This design comes from an exercise in tuning for small area on the open sky130 flow, not from production work.
Only simulation tests tie the RTL to the original design; equivalence was not proved.
Power figures rest on the tool's default switching activity, not on a simulated workload.

// psfc
module psfc (
    input  logic        clk,
    input  logic        rst,
    input  logic [7:0]  bus_addr,
    input  logic        bus_wr,
    input  logic        bus_rd,
    input  logic [31:0] bus_wdata,
    output logic [31:0] bus_rdata,
    output logic        irq,
    output logic [7:0]  tx_data,
    output logic        tx_valid,
    input  logic        tx_ready,
    input  logic [7:0]  rx_data,
    input  logic        rx_valid,
    output logic        rx_ready,
    input  logic        lnk_err
);
For scale: about 1200 flip-flops, roughly 98 I/O pins, ~69000 um^2 of cells after synthesis.
make LEC_CHECK=0 CAP_MARGIN=30 CORE_MARGIN=2 CORE_UTILIZATION=36 CTS_CLUSTER_DIAMETER=100 CTS_CLUSTER_SIZE=20 PLACE_DENSITY=0.5 SLEW_MARGIN=25 finish   # period 25.0 ns
run.sh (not shown) runs the stock make flow with config.mk's settings and CLKGATE_MAP_FILE= SYNTH_SCRIPT=/design/flow/synth_recipe.tcl, a recipe that flattens the netlist after the stock synthesis.
Then changed:
--- a/flow/design.v
+++ b/flow/design.v
@@ -408,38 +408,36 @@
     end
     wire [31:0] lo32g = lo32 & {32{do_build && !is_raw && !rst}};
     wire [4:0] bld_len = (!busy && c_op == OP_STATUS) ? 5'd0 : nbytes(lo32);
     wire        t_bld = do_build;
     logic [7:0] tsumo;
     always_comb begin
         tsumo = (t_bld ? SYNC : sbase)
-              + (t_bld ? dev_addr : (nb0 | rx_add))
-              + (t_bld ? op_sub : nb1)
-              + (bld_pay[7:0]   | (nb2 & {8{!t_bld}}))
-              + (bld_pay[15:8]  | (nb3 & {8{!t_bld}}))
-              + (bld_pay[23:16] | (ob0 & {8{!t_bld}}))
-              + (bld_pay[31:24] | (ob1 & {8{!t_bld}}))
-              + (bld_pay[39:32] | (ob2  & {8{!t_bld}}))
-              + (bld_pay[47:40] | (ob3  & {8{!t_bld}}))
-              + (bld_pay[55:48] | (ocor & {8{!t_bld}}));
+              + ((dev_addr & {8{t_bld}}) | nb0 | rx_add)
+              + ((op_sub & {8{t_bld}}) | nb1)
+              + (bld_pay[7:0]   | nb2)
+              + (bld_pay[15:8]  | nb3)
+              + (bld_pay[23:16] | ob0)
+              + (bld_pay[31:24] | ob1)
+              + (bld_pay[39:32] | ob2)
+              + (bld_pay[47:40] | ob3)
+              + (bld_pay[55:48] | ocor);
         for (int i = 7; i < 22; i++) tsumo = tsumo + bld_pay[8*i +: 8];
     end
     wire [7:0] bld_chk = tsumo;
     wire [7:0] snext   = tsumo;
     wire        nrst  = !rst;
     wire        clr   = rst || do_start;                
     wire [31:0] wz    = bus_wdata & {32{nrst}};
-    wire [31:0] wzc   = bus_wdata & {32{!clr}};
+    wire [31:0] wzx   = bus_wdata & {32{nrst && host_wr && !accept}};
     wire [31:0] wz500 = (bus_wdata & {32{nrst}}) | (32'd500 & {32{rst}});
     wire        build_q = do_build && nrst;
     wire        pay_q   = do_build && !is_raw && nrst;
-    wire [31:0] wzp   = bus_wdata & {32{!(rst || pay_q)}};
-    wire [31:0] wzb   = bus_wdata & {32{nrst && !do_build}};
     wire        rx_store_q = rx_store && !clr;
-    wire [31:0] rx_col = rx_store_q ? {4{rx_data}} : wzc;     
+    wire [31:0] rx_col = ({4{rx_data}} & {32{rx_store_q}}) | wzx;     
     wire        w1c   = bus_wr && (wa == A_STATUS);
     wire hw_cfg  = host_wr && (wa == A_CFG);
     wire hw_dev  = host_wr && (wa == A_DEV_ADDR);
     wire hw_arg  = host_wr && (wa == A_ARG);
     wire hw_pln  = host_wr && (wa == A_PAYLEN);
     wire hw_rln  = host_wr && (wa == A_RXLEN);
     wire hw_tmo  = host_wr && (wa == A_RX_TMO);
@@ -470,15 +468,15 @@
         if (rst || hw_tmo)  rx_timeout  <= wz;
         if (rst || hw_from) ramp_from   <= wz;
         if (rst || hw_to)   ramp_to     <= wz;
         if (rst || hw_step) ramp_step   <= wz500;
         if (rst || hw_off)  ramp_offset <= wz;
         if (rst || hw_set)  settle      <= wz;
         if (rst || hw_pln || pay_q) paylen <= pay_q ? bld_len : wz[4:0];
-        if (clr || hw_rln || rx_store) rxlen <= (rx_store && !clr) ? rxlen_nx : wzc[4:0];
+        if (clr || hw_rln || rx_store) rxlen <= (rx_store && !clr) ? rxlen_nx : wzx[4:0];
         pv <= nrst && (pv || ramp_acc);
         rv <= nrst && (rv || do_unpack);
         dv <= nrst && (dv || dec_good);
         cv <= nrst && (cv || do_dec || do_val);
         if (ramp_acc || ramp_rec) ramp_pos <= rs_v;
         ramp_cnt <= (ramp_cnt + {31'd0, ramp_rec}) & {32{!(rst || ramp_acc)}};
         if (rst || accept || fin) begin
@@ -506,31 +504,31 @@
     wire [207:0] bq_mask = {{8{build_q}}, 176'h0, {24{build_q}}} | {8'h0, {176{1'b1}}, 24'h0};
     genvar gk;
     generate
         for (gk = 0; gk < 7; gk++) begin : g_word
             localparam int W = (gk == 6) ? 16 : 32;
             wire tx_we = rst || build_q || (wr_tx && wa[2:0] == 3'(gk));
             always_ff @(posedge clk)
-                if (tx_we) txbuf[32*gk +: W] <= (bld_frame[32*gk +: W] & bq_mask[32*gk +: W]) | wzb[W-1:0];
+                if (tx_we) txbuf[32*gk +: W] <= (bld_frame[32*gk +: W] & bq_mask[32*gk +: W]) | wzx[W-1:0];
         end
         for (gk = 0; gk < 26; gk++) begin : g_rxbyte
             wire st_i = rx_store && (rxlen == 5'(gk));
             wire rx_we = clr || st_i || (wr_rx && wa[2:0] == 3'(gk / 4));
             always_ff @(posedge clk)
                 if (rx_we) rxbuf[8*gk +: 8] <= rx_col[8*(gk % 4) +: 8];
         end
         for (gk = 0; gk < 6; gk++) begin : g_payword
             localparam int W = (gk == 5) ? 16 : 32;
             wire pb_we = rst || pay_q || (host_wr && wa == 6'h30 + 6'(gk));
             if (gk == 0) begin : g_lo
                 always_ff @(posedge clk)
-                    if (pb_we) paybuf[31:0] <= lo32g | wzp;
+                    if (pb_we) paybuf[31:0] <= lo32g | wzx;
             end else begin : g_hi
                 always_ff @(posedge clk)
-                    if (pb_we) paybuf[32*gk +: W] <= wzp[W-1:0];
+                    if (pb_we) paybuf[32*gk +: W] <= wzx[W-1:0];
             end
         end
     endgenerate
     always_ff @(posedge clk) begin
         if (do_start)                                txidx <= 5'd0;
         else if (st == S_TX && tx_ready && !lnk_err) txidx <= txidx + 5'd1;
         if (go_settle)       cnt <= settle;
What happened:
- sequential cell count is unchanged
- core utilization grows by 0.14 points
- worst setup slack gains 470 ps
- total power shrinks slightly
- first-iteration DRC count shrinks by a few percent

==> separate check: timing with driven ports <==
The results above use ideal ports. As a check the final layouts listed here were re-extracted and re-timed, cells and wires unchanged. Step 1: set_driving_cell puts a clkbuf_16 on clk and a buf_2 on each other input, an assumption about the parent block. Step 2 moves the port delays by t, midway between the first and last clock arrival at a register: inputs arrive t later, outputs are due t later. That takes back most of the time a late clock gives input paths. Slacks: no drivers / after step 1 / after step 2; pairs: no drivers / after step 1.
run	t, ns	setup WS [ns]	clock arrival spread, ns	cell pins on the clock port's net
the first run	0.881	2.048 / 2.048 / 2.048	0.049 / 0.049	1
the second run	0.863	2.516 / 2.516 / 2.516	0.055 / 0.055	1
After both steps every run listed still meets setup and hold.
